This design comes from an exercise in tuning for small area, a short achievable clock period and few clock cycles on the open sky130 flow, not from production work. The RTL was checked by simulation tests, not by an equivalence proof against the original design. No activity file was given, so power comes from the tool's default toggle rates.

==> job 4704: inputs <==
==> flow/design.v (excerpt) <==
module mscc (
    input  wire        clk,
    input  wire        rst_n,             
    input  wire        cmd_valid,
    input  wire [31:0] cmd_word,
    input  wire [31:0] cmd_now,
    input  wire        comm_seen,
    input  wire [3:0]  phys_overload,
    input  wire [3:0]  phys_lock,
    input  wire [3:0]  phys_hw_fault,
    input  wire [3:0]  phys_wd_fault,
    input  wire [63:0] phys_power_raw,
    input  wire [63:0] phys_pulse_count,
    input  wire [63:0] phys_window_ms,
    input  wire [3:0]  sim_overload,
    input  wire [3:0]  sim_lock,
    input  wire [3:0]  sim_hw_fault,
    input  wire [3:0]  sim_wd_fault,
    input  wire [63:0] sim_power_raw,
    input  wire [63:0] sim_pulse_count,
    input  wire [63:0] sim_window_ms,
    output wire        res_valid,
    output wire [31:0] res_word,
    output wire [3:0]  start_out,
    output wire [3:0]  reset_out,
    output wire [7:0]  duty
);
    localparam [7:0] OP_NOP = 8'h00, OP_INIT = 8'h01, OP_TICK = 8'h02, OP_READ_REG = 8'h03,
                     OP_START = 8'h10, OP_STOP = 8'h11, OP_SET_AMP = 8'h12, OP_RESET_OVL = 8'h13,
                     OP_CLEAR_FAULTS = 8'h14, OP_GET_STATUS = 8'h15, OP_IS_SAFE = 8'h16,
                     OP_AMP_BCAST = 8'h17, OP_COORD_START = 8'h20, OP_CONFIRM = 8'h21,
                     OP_COORD_STOP = 8'h22, OP_UNIT_START = 8'h23, OP_UNIT_STOP = 8'h24,
                     OP_REPORT_FAULT = 8'h25, OP_ESTOP = 8'h26, OP_SET_INHIBIT = 8'h27,
                     OP_REARM = 8'h28, OP_SET_SIM = 8'h30, OP_INJECT_FAULT = 8'h31,
                     OP_FORCE_STATE = 8'h32;
    localparam [3:0] R_OK = 4'd0, R_ILLEGAL_OPCODE = 4'd1, R_RESERVED_FIELD = 4'd2,
                     R_BAD_INDEX = 4'd3, R_BAD_VALUE = 4'd4, R_BAD_STATE = 4'd5,
                     R_INHIBITED = 4'd6, R_NOT_INIT = 4'd7, R_LOCKED_OUT = 4'd8;
    localparam [2:0] M_IDLE = 3'd0, M_COORD_START = 3'd1, M_RUNNING = 3'd2,
                     M_ESTOP = 3'd3, M_FAULT_ISO = 3'd4;
  ...
clock: 12.0 ns
lec_check: 0
cap_margin: 20
core_margin: 2
core_utilization: 40
place_density: 0.6
slew_margin: 20
run.sh (not shown) runs the stock make flow with config.mk's settings and CLKGATE_MAP_FILE= SYNTH_SCRIPT=/design/flow/synth_recipe.tcl, a recipe that flattens the netlist after the stock synthesis.
==> inputs of job 1718, as changes to job 4704 <==
--- a/flow/design.v
+++ b/flow/design.v
@@ -1,7 +1,8 @@
 module mscc_debounce #(
-    parameter [31:0] T = 32'd0
+    parameter [31:0] T = 32'd0,
+    parameter        TICK2 = 1'b0     
 ) (
     input  wire        clk,
     input  wire        clear,      
     input  wire        update,     
     input  wire        raw,
@@ -15,21 +16,21 @@
     reg [31:0] since;
     wire       el_in;
     wire [6:0] el_lo;
     mscc_elapsed #(.K(7)) el (.now(now), .now_hm1(now_hm1), .t(since),
         .in_range(el_in), .lo(el_lo));
+    wire        exp_c = pend && !(el_in && el_lo < T[6:0]);
     reg         exp_r;
     always @(posedge clk)
-        exp_r <= pend && !(el_in && el_lo < T[6:0]);
-    wire        expired   = (T == 32'd0) || exp_r;
+        exp_r <= exp_c;
+    wire        expired   = (T == 32'd0) || (TICK2 ? exp_r : exp_c);
     assign level_n = (raw != level && expired) ? raw : level;
     assign rise    = !level && level_n;
     always @(posedge clk) begin
         if (clear) begin
             level <= 1'b0;
-            pend  <= 1'b0;
-            since <= 32'd0;
+            pend  <= 1'b0;      
         end else if (update) begin
             if (raw == level) begin
                 pend <= 1'b0;
             end else if (expired) begin
                 level <= raw;
@@ -52,11 +53,30 @@
 );
     wire [K:0] d_lo = {1'b0, now[K-1:0]} - {1'b0, t[K-1:0]};
     assign lo     = d_lo[K-1:0];
     assign in_range = d_lo[K] ? (now_hm1 == t[31:K]) : (now[31:K] == t[31:K]);
 endmodule
-module mscc_unit (
+module mscc_dec #(
+    parameter integer W = 8
+) (
+    input  wire [W-1:0] a,
+    output wire [W-1:0] y
+);
+    genvar i;
+    generate
+        for (i = 0; i < W; i = i + 1) begin : b
+            if (i == 0) begin : lsb
+                assign y[i] = !a[i];
+            end else begin : upper
+                assign y[i] = a[i] ^ !(|a[i-1:0]);
+            end
+        end
+    endgenerate
+endmodule
+module mscc_unit #(
+    parameter TICK2 = 1'b0          
+) (
     input  wire        clk,
     input  wire        rst,            
     input  wire [31:0] now,
     input  wire [31:7] now_hm1,        
     input  wire        do_init,
@@ -134,43 +154,49 @@
                       (faults == 5'd0 || (faults & 5'b11110) != 5'd0) &&
                       ((faults & lvl) == 5'd0);
     assign safe = (state == U_IDLE || state == U_FAULT) && !start_out && !reset_out;
     assign status_word = {(pending != P_NONE) || pulse, safe, reset_out, start_out,
                           sim, comm_ok, locked, running, faults, state};
-    reg  [3:0]  s_bits;
+    wire [3:0]  s_bits_c = sim ? sim_bits : phys_bits;
+    reg  [3:0]  s_bits_r;
     always @(posedge clk)
-        s_bits <= sim ? sim_bits : phys_bits;
+        s_bits_r <= s_bits_c;
+    wire [3:0]  s_bits = TICK2 ? s_bits_r : s_bits_c;
     wire [15:0] s_power = sim ? sim_power : phys_power;
     wire s_ovl  = s_bits[0];
     wire s_lock = s_bits[1];
     wire s_hw   = s_bits[2];
     wire s_wd   = s_bits[3];
     wire [4:0] raw = {s_wd, s_hw, comm_lost, (state == U_RUNNING) && !s_lock, s_ovl};
     wire       deb_clear = rst || do_init;
-    mscc_debounce #(.T(32'd50)) deb_ovl (.clk(clk), .clear(deb_clear), .update(do_update),
+    mscc_debounce #(.T(32'd50), .TICK2(TICK2)) deb_ovl (.clk(clk), .clear(deb_clear), .update(do_update),
         .raw(raw[0]), .now(now), .now_hm1(now_hm1), .level(lvl[0]), .level_n(lvl_n[0]), .rise(rise[0]));
-    mscc_debounce #(.T(32'd50)) deb_ful (.clk(clk), .clear(deb_clear), .update(do_update),
+    mscc_debounce #(.T(32'd50), .TICK2(TICK2)) deb_ful (.clk(clk), .clear(deb_clear), .update(do_update),
         .raw(raw[1]), .now(now), .now_hm1(now_hm1), .level(lvl[1]), .level_n(lvl_n[1]), .rise(rise[1]));
-    mscc_debounce #(.T(32'd0))  deb_comm (.clk(clk), .clear(deb_clear), .update(do_update),
+    mscc_debounce #(.T(32'd0), .TICK2(TICK2)) deb_comm (.clk(clk), .clear(deb_clear), .update(do_update),
         .raw(raw[2]), .now(now), .now_hm1(now_hm1), .level(lvl[2]), .level_n(lvl_n[2]), .rise(rise[2]));
-    mscc_debounce #(.T(32'd0))  deb_hw (.clk(clk), .clear(deb_clear), .update(do_update),
+    mscc_debounce #(.T(32'd0), .TICK2(TICK2)) deb_hw (.clk(clk), .clear(deb_clear), .update(do_update),
         .raw(raw[3]), .now(now), .now_hm1(now_hm1), .level(lvl[3]), .level_n(lvl_n[3]), .rise(rise[3]));
-    mscc_debounce #(.T(32'd0))  deb_wd (.clk(clk), .clear(deb_clear), .update(do_update),
+    mscc_debounce #(.T(32'd0), .TICK2(TICK2)) deb_wd (.clk(clk), .clear(deb_clear), .update(do_update),
         .raw(raw[4]), .now(now), .now_hm1(now_hm1), .level(lvl[4]), .level_n(lvl_n[4]), .rise(rise[4]));
     wire [4:0]  new_f   = (rise | inj) & ~faults;
     wire [4:0]  faults1 = faults | new_f;
     wire [2:0]  new_cnt = {2'b00, new_f[0]} + {2'b00, new_f[1]} + {2'b00, new_f[2]} +
                           {2'b00, new_f[3]} + {2'b00, new_f[4]};
     wire        el_in;
     wire [6:0]  el_lo;
     mscc_elapsed #(.K(7)) el (.now(now), .now_hm1(now_hm1), .t(t_state),
         .in_range(el_in), .lo(el_lo));
-    reg         el_ge_pulse, el_ge_100;
+    wire        el_ge_pulse_c = !(el_in && el_lo < T_RESET_PULSE[6:0]);
+    wire        el_ge_100_c   = !(el_in && el_lo < T_START_DELAY[6:0]);
+    reg         el_ge_pulse_r, el_ge_100_r;
     always @(posedge clk) begin
-        el_ge_pulse <= !(el_in && el_lo < T_RESET_PULSE[6:0]);
-        el_ge_100   <= !(el_in && el_lo < T_START_DELAY[6:0]);
+        el_ge_pulse_r <= el_ge_pulse_c;
+        el_ge_100_r   <= el_ge_100_c;
     end
+    wire        el_ge_pulse = TICK2 ? el_ge_pulse_r : el_ge_pulse_c;
+    wire        el_ge_100   = TICK2 ? el_ge_100_r : el_ge_100_c;
     wire        el_ge_start = el_ge_100;
     wire        el_ge_stop  = el_ge_100;
     wire        all_clear = (faults1 & lvl_n) == 5'd0;
     reg [2:0]  n_state;
     reg [4:0]  n_faults;
@@ -287,11 +313,11 @@
             power       <= 16'd0;
             fq_pulses   <= 16'd0;
             fq_window   <= 16'd1;
             start_count <= 16'd0;
             fault_count <= 16'd0;
-            t_state     <= rst ? 32'd0 : now;
+            t_state     <= now;    
             inj         <= 5'd0;
         end else begin
             if (do_estop) begin
                 start_out <= 1'b0;
                 reset_out <= 1'b0;
@@ -394,10 +420,11 @@
                      P_RESET = 3'd3, P_CLEAR = 3'd4;
     localparam [31:0] T_COMM_TIMEOUT = 32'd1000;
     localparam [31:0] T_SEQ_TIMEOUT  = 32'd500;
     localparam [1:0] S_IDLE = 2'd0, S_TICK = 2'd1, S_DIV = 2'd2, S_DRESP = 2'd3;
     localparam integer DK = 2;
+    localparam         TICK2 = 1'b1;
     localparam integer DSTEPS = 16 / DK;
     wire rst = !rst_n;
     reg [1:0]  fsm;
     reg        initialized;
     reg [31:0] last_comm;
@@ -410,18 +437,20 @@
     reg [3:0]  active, confirmed, faulted, stop_wait;
     reg [31:0] t_start_seq, t_stop_seq;
     reg        lf_valid, lf_timeout;
     reg [1:0]  lf_ch;
     reg [4:0]  lf_mask;
-    reg        respond;
+    reg        respond, do_tick;
     reg [3:0]  r_code;
     reg [15:0] r_val;
     assign res_valid = cmd_valid && respond;
     assign res_word  = {r_val, 12'd0, r_code};
     assign duty      = duty_r;
-    wire [31:7]  now_hm7  = cmd_now[31:7] - 25'd1;
-    wire [31:10] now_hm10 = cmd_now[31:10] - 22'd1;
+    wire [31:7]  now_hm7;
+    wire [31:10] now_hm10;
+    mscc_dec #(.W(25)) dec7  (.a(cmd_now[31:7]),  .y(now_hm7));
+    mscc_dec #(.W(22)) dec10 (.a(cmd_now[31:10]), .y(now_hm10));
     wire       lc_in, ss_in, sp_in;
     wire [9:0] lc_lo, ss_lo, sp_lo;
     mscc_elapsed #(.K(10)) el_lc (.now(cmd_now), .now_hm1(now_hm10), .t(last_comm),
         .in_range(lc_in), .lo(lc_lo));
     mscc_elapsed #(.K(10)) el_ss (.now(cmd_now), .now_hm1(now_hm10), .t(t_start_seq),
@@ -435,10 +464,13 @@
     always @(posedge clk) begin
         comm_lost_r    <= !comm_seen && comm_timeout;
         start_seq_to_r <= start_seq_to;
         stop_seq_to_r  <= stop_seq_to;
     end
+    wire comm_lost_t    = TICK2 ? comm_lost_r : (!comm_seen && comm_timeout);
+    wire start_seq_to_t = TICK2 ? start_seq_to_r : start_seq_to;
+    wire stop_seq_to_t  = TICK2 ? stop_seq_to_r : stop_seq_to;
     wire [11:0]  u_state;
     wire [19:0]  u_faults;
     wire [11:0]  u_pending;
     wire [3:0]   u_pulse, u_running, u_locked, u_comm_ok, u_sim;
     wire [27:0]  u_amp;
@@ -458,11 +490,11 @@
     reg        c_iso_stop;
     reg        comm_lost_n;
     genvar gi;
     generate
         for (gi = 0; gi < 4; gi = gi + 1) begin : unit
-            mscc_unit u (
+            mscc_unit #(.TICK2(TICK2)) u (
                 .clk(clk), .rst(rst), .now(cmd_now), .now_hm1(now_hm7),
                 .do_init(c_init), .do_estop(c_estop),
                 .do_start(c_start[gi]), .do_stop(c_stop[gi]),
                 .do_reset_req(c_reset_req[gi]), .do_clear_req(c_clear_req[gi]),
                 .do_set_amp(c_set_amp[gi]), .amp_val(c_amp),
@@ -492,11 +524,12 @@
                 .upd_state(upd_state[3*gi +: 3]), .upd_faults(upd_faults[5*gi +: 5]),
                 .upd_running(upd_running[gi])
             );
         end
     endgenerate
-    reg        dv_first;
+    reg        dv_mul;         
+    reg        dv_first;       
     reg [15:0] dv_r;           
     reg [15:0] dv_nq;          
     reg [15:0] dv_w;           
     wire       dv_sat_n = dv_r >= dv_w;    
     reg [2:0]  dv_cnt;
@@ -550,12 +583,12 @@
     wire        ch_block  = (dat[15:7] == 9'd0) && (dat[6:4] >= 3'd2) && (dat[6:4] <= 3'd5);
     wire [1:0]  rch       = blk_off[1:0];
     wire [2:0]  rpend     = u_pending[3*rch +: 3];
     wire [15:0] rpulses   = u_fq_pulses[16*rch +: 16];
     wire [15:0] rwindow   = u_fq_window[16*rch +: 16];
-    wire [25:0] rp625     = {rpulses, 9'd0} + {3'd0, rpulses, 7'd0} - {6'd0, rpulses, 4'd0} +
-                            {10'd0, rpulses};
+    wire [25:0] rp625     = {dv_nq, 9'd0} + {3'd0, dv_nq, 7'd0} - {6'd0, dv_nq, 4'd0} +
+                            {10'd0, dv_nq};
     wire [29:0] rprod     = {rp625, 4'd0};
     reg         reg_hit;
     reg  [15:0] reg_val;
     always @* begin
         reg_hit = 1'b1;
@@ -808,10 +841,11 @@
         c_set_amp = 4'd0; c_set_sim = 4'd0; c_inject = 4'd0; c_force = 4'd0;
         c_amp = amp_clamped;
         c_force_state = (dat[2:0] >= 3'd6) ? U_UNKNOWN : dat[2:0];
         c_freq_we = 4'd0;
         c_iso_stop = 1'b0;
+        do_tick    = 1'b0;
         comm_lost_n = comm_lost;
         for (i = 0; i < 4; i = i + 1) begin
             up_idle[i]  = upd_state[3*i +: 3] == U_IDLE;
             up_run[i]   = upd_state[3*i +: 3] == U_RUNNING;
             up_fault[i] = upd_state[3*i +: 3] == U_FAULT;
@@ -869,12 +903,15 @@
                             n_lf_timeout  = 1'b0;
                             n_lf_ch       = 2'd0;
                             n_lf_mask     = 5'd0;
                         end
                         OP_TICK: begin
-                            respond = 1'b0;
-                            n_fsm   = S_TICK;
+                            if (TICK2) begin
+                                respond = 1'b0;
+                                n_fsm   = S_TICK;
+                            end else
+                                do_tick = 1'b1;
                         end
                         OP_READ_REG: begin
                             if (!reg_hit) r_code = R_BAD_VALUE;
                             else if (ch_block && dat[3:0] == 4'h3) begin
                                 respond = 1'b0;
@@ -1012,17 +1049,31 @@
                         end
                         default: ;
                     endcase
                 end
             end
-            S_TICK: begin
+            S_TICK: do_tick = 1'b1;
+            S_DIV: begin
+                if (dv_mul) begin
+                end else if (dv_first && dv_sat_n) begin
+                    respond = 1'b1;
+                    r_val   = 16'hFFFF;
+                end else if (dv_cnt == 3'd0)
+                    n_fsm   = S_DRESP;
+            end
+            S_DRESP: begin
+                respond = 1'b1;
+                r_val   = dv_nq;
+            end
+        endcase
+        if (do_tick) begin
                 respond = 1'b1;
                 for (i = 0; i < 4; i = i + 1)
                     c_freq_we[i] = (u_sim[i] ? sim_window_ms[16*i +: 16]
                                              : phys_window_ms[16*i +: 16]) != 16'd0;
                 if (comm_seen) n_last_comm = cmd_now;
-                comm_lost_n = comm_lost_r;
+                comm_lost_n = comm_lost_t;
                 n_comm_lost = comm_lost_n;
                 c_update    = 1'b1;
                 n_duty  = duty_arb;
                 if (m_state != M_ESTOP) begin
                     poll = up_fault & ~faulted;
@@ -1041,33 +1092,21 @@
                             active == 4'd0 && sw1 == 4'd0) begin
                             n_m_state = M_IDLE;
                         end else begin
                             st1 = (m_state == M_COORD_START && conf1 == active) ? M_RUNNING : m_state;
                             n_m_state = st1;
-                            if (st1 == M_COORD_START && start_seq_to_r) begin
+                            if (st1 == M_COORD_START && start_seq_to_t) begin
                                 iso    = 1'b1;
                                 iso_to = 1'b1;
-                            end else if (sw1 != 4'd0 && stop_seq_to_r) begin
+                            end else if (sw1 != 4'd0 && stop_seq_to_t) begin
                                 iso    = 1'b1;
                                 iso_to = 1'b1;
                             end
                         end
                     end
                 end
             end
-            S_DIV: begin
-                if (dv_first && dv_sat_n) begin
-                    respond = 1'b1;
-                    r_val   = 16'hFFFF;
-                end else if (dv_cnt == 3'd0)
-                    n_fsm   = S_DRESP;
-            end
-            S_DRESP: begin
-                respond = 1'b1;
-                r_val   = dv_nq;
-            end
-        endcase
         if (iso) begin
             c_iso_stop   = c_update;
             n_m_state    = M_FAULT_ISO;
             n_faulted    = faulted | iso_ch_mask;
             n_lf_valid   = 1'b1;
@@ -1087,55 +1126,58 @@
                 r_val = 16'd0;
             end
         end
     end
     always @(posedge clk) begin
+        last_comm   <= n_last_comm;
+        t_start_seq <= n_t_start_seq;
+        t_stop_seq  <= n_t_stop_seq;
+    end
+    always @(posedge clk) begin
         if (rst) begin
             fsm         <= S_IDLE;
             initialized <= 1'b0;
-            last_comm   <= 32'd0;
             comm_lost   <= 1'b0;
             duty_r      <= 8'd0;
             order       <= 8'b11_10_01_00;
             bcast       <= 7'd0;
             m_state     <= M_IDLE;
             inhibit     <= 1'b0;
             active      <= 4'd0;
             confirmed   <= 4'd0;
             faulted     <= 4'd0;
             stop_wait   <= 4'd0;
-            t_start_seq <= 32'd0;
-            t_stop_seq  <= 32'd0;
             lf_valid    <= 1'b0;
             lf_timeout  <= 1'b0;
             lf_ch       <= 2'd0;
             lf_mask     <= 5'd0;
         end else begin
             fsm         <= n_fsm;
             initialized <= n_initialized;
-            last_comm   <= n_last_comm;
             comm_lost   <= n_comm_lost;
             duty_r      <= n_duty;
             order       <= n_order;
             bcast       <= n_bcast;
             m_state     <= n_m_state;
             inhibit     <= n_inhibit;
             active      <= n_active;
             confirmed   <= n_confirmed;
             faulted     <= n_faulted;
             stop_wait   <= n_stop_wait;
-            t_start_seq <= n_t_start_seq;
-            t_stop_seq  <= n_t_stop_seq;
             lf_valid    <= n_lf_valid;
             lf_timeout  <= n_lf_timeout;
             lf_ch       <= n_lf_ch;
             lf_mask     <= n_lf_mask;
             if (fsm == S_IDLE) begin
+                dv_mul   <= 1'b1;
+                dv_nq    <= rpulses;
+                dv_w     <= rwindow;
+            end else if (fsm == S_DIV && dv_mul) begin
+                dv_mul   <= 1'b0;
                 dv_first <= 1'b1;
                 dv_r     <= {2'b00, rprod[29:16]};
                 dv_nq    <= rprod[15:0];
-                dv_w     <= rwindow;
                 dv_cnt   <= DSTEPS - 1;
             end else if (fsm == S_DIV) begin
                 dv_first <= 1'b0;
                 dv_r     <= dv_r_n;
                 dv_nq    <= dv_nq_n;
Settings changed: CORE_UTILIZATION 40 to 55, PLACE_DENSITY 0.6 to 0.7, SETUP_SLACK_MARGIN set to 5.
==> inputs of job 9567, as changes to job 4704 <==
Settings changed: SETUP_SLACK_MARGIN set to 4.
==> summary of the runs <==
- Register-to-register slack, lowest first: job 4704, job 9567, job 1718.
- The highest global-route usage belongs to job 1718, the lowest to job 4704.
- Clock skew, highest first: job 1718, job 9567, job 4704.
- Synthesized cell count: job 9567 is larger than job 1718 (17%).
- First-iteration DRC count, highest first: job 1718, job 4704, job 9567.
- Against job 4704, the count of clock-buffer cells in the layout of job 9567 is lower by 4.
- Between job 9567 and job 1718, the lower utilization is in job 9567 (gap 19 points).
- Of job 9567 and job 1718, job 1718 has the higher critical path depth (gap 3).
==> figures <==
quantity                                                                   job 9567        job 1718        job 4704
Fin nets                                                                      10.5k            9374           10.4k
Placeable Area                                                          0.188 sq mm     0.131 sq mm     0.188 sq mm
Register share of the cell area                                               26.3%           30.7%           27.0%
Run status                                                           finished clean  finished clean  finished clean
Sw Share                                                                      29.1%           27.9%           28.9%
Synthesized area                                                       0.0757 sq mm    0.0727 sq mm    0.0757 sq mm
Synthesized-area fraction occupied by and/or/nand/nor cells                   19.8%           16.4%           19.8%
Detailed route wirelength on metal2                                          158 mm          139 mm          155 mm
Flop and latch count out of synthesis                                          1088            1089            1088
Power Density                                                           106 mW/mm^2     106 mW/mm^2     106 mW/mm^2
Gr usage total                                                                36.9%           47.7%           36.3%
Share of final-layout standard cells stronger than drive strength 1           10.8%           14.2%           7.94%
Clock network area share                                                      5.16%           4.77%           4.96%
Average routed wire per standard cell                                  29.9 microns    32.1 microns    29.6 microns
NonClk Buf Share                                                              8.96%           9.75%           8.06%
Final-layout clock buffer total                                                 190             174             194
Inserted tap cell count                                                        2495            1755            2495
Fraction of met1 tracks used by global routing                                50.3%           60.3%           50.1%
Testbench counts of job 4704, summed over its fixed seeds: cycles 32,823.
Testbench counts of job 1718, summed over its fixed seeds: cycles 33,098.
Testbench counts of job 9567, summed over its fixed seeds: cycles 32,823.

re-timing with driven ports:
The flow's constraints put no driver on any port. The routed layouts listed below were extracted and timed again, unchanged, in two steps.
Step 1 (the two cells are an assumption about what drives the block):
set clk [get_ports {clk}]
set_driving_cell -lib_cell sky130_fd_sc_hd__clkbuf_16 $clk
set_driving_cell -lib_cell sky130_fd_sc_hd__buf_2 [delete_from_list [all_inputs] $clk]
Step 2 adds t to the input delays and takes it off the output delays; t is the mean of the earliest and latest rising clock arrival at the registers after step 1. Input paths then give back, and output paths get back, about the clock's delay inside the block.
Three values: ideal ports, drivers, drivers and shift; two values: the first two.
| run | shift t [ns] | setup WS [ns] | hold slack, ns |
|---|---|---|---|
| job 4704 | 0.887 | 1.504 / 1.482 / 1.482 | 0.452 / 0.452 / 0.452 |
| job 1718 | 0.876 | 4.315 / 4.283 / 4.194 | 0.462 / 0.462 / 0.462 |
| job 9567 | 0.902 | 3.945 / 3.798 / 3.682 | 0.453 / 0.453 / 0.453 |
After both steps setup and hold are still met in every run listed. For job 9567, which loses most, drivers alone change the setup slack by -0.147 ns; drivers and shift together by -0.263 ns.
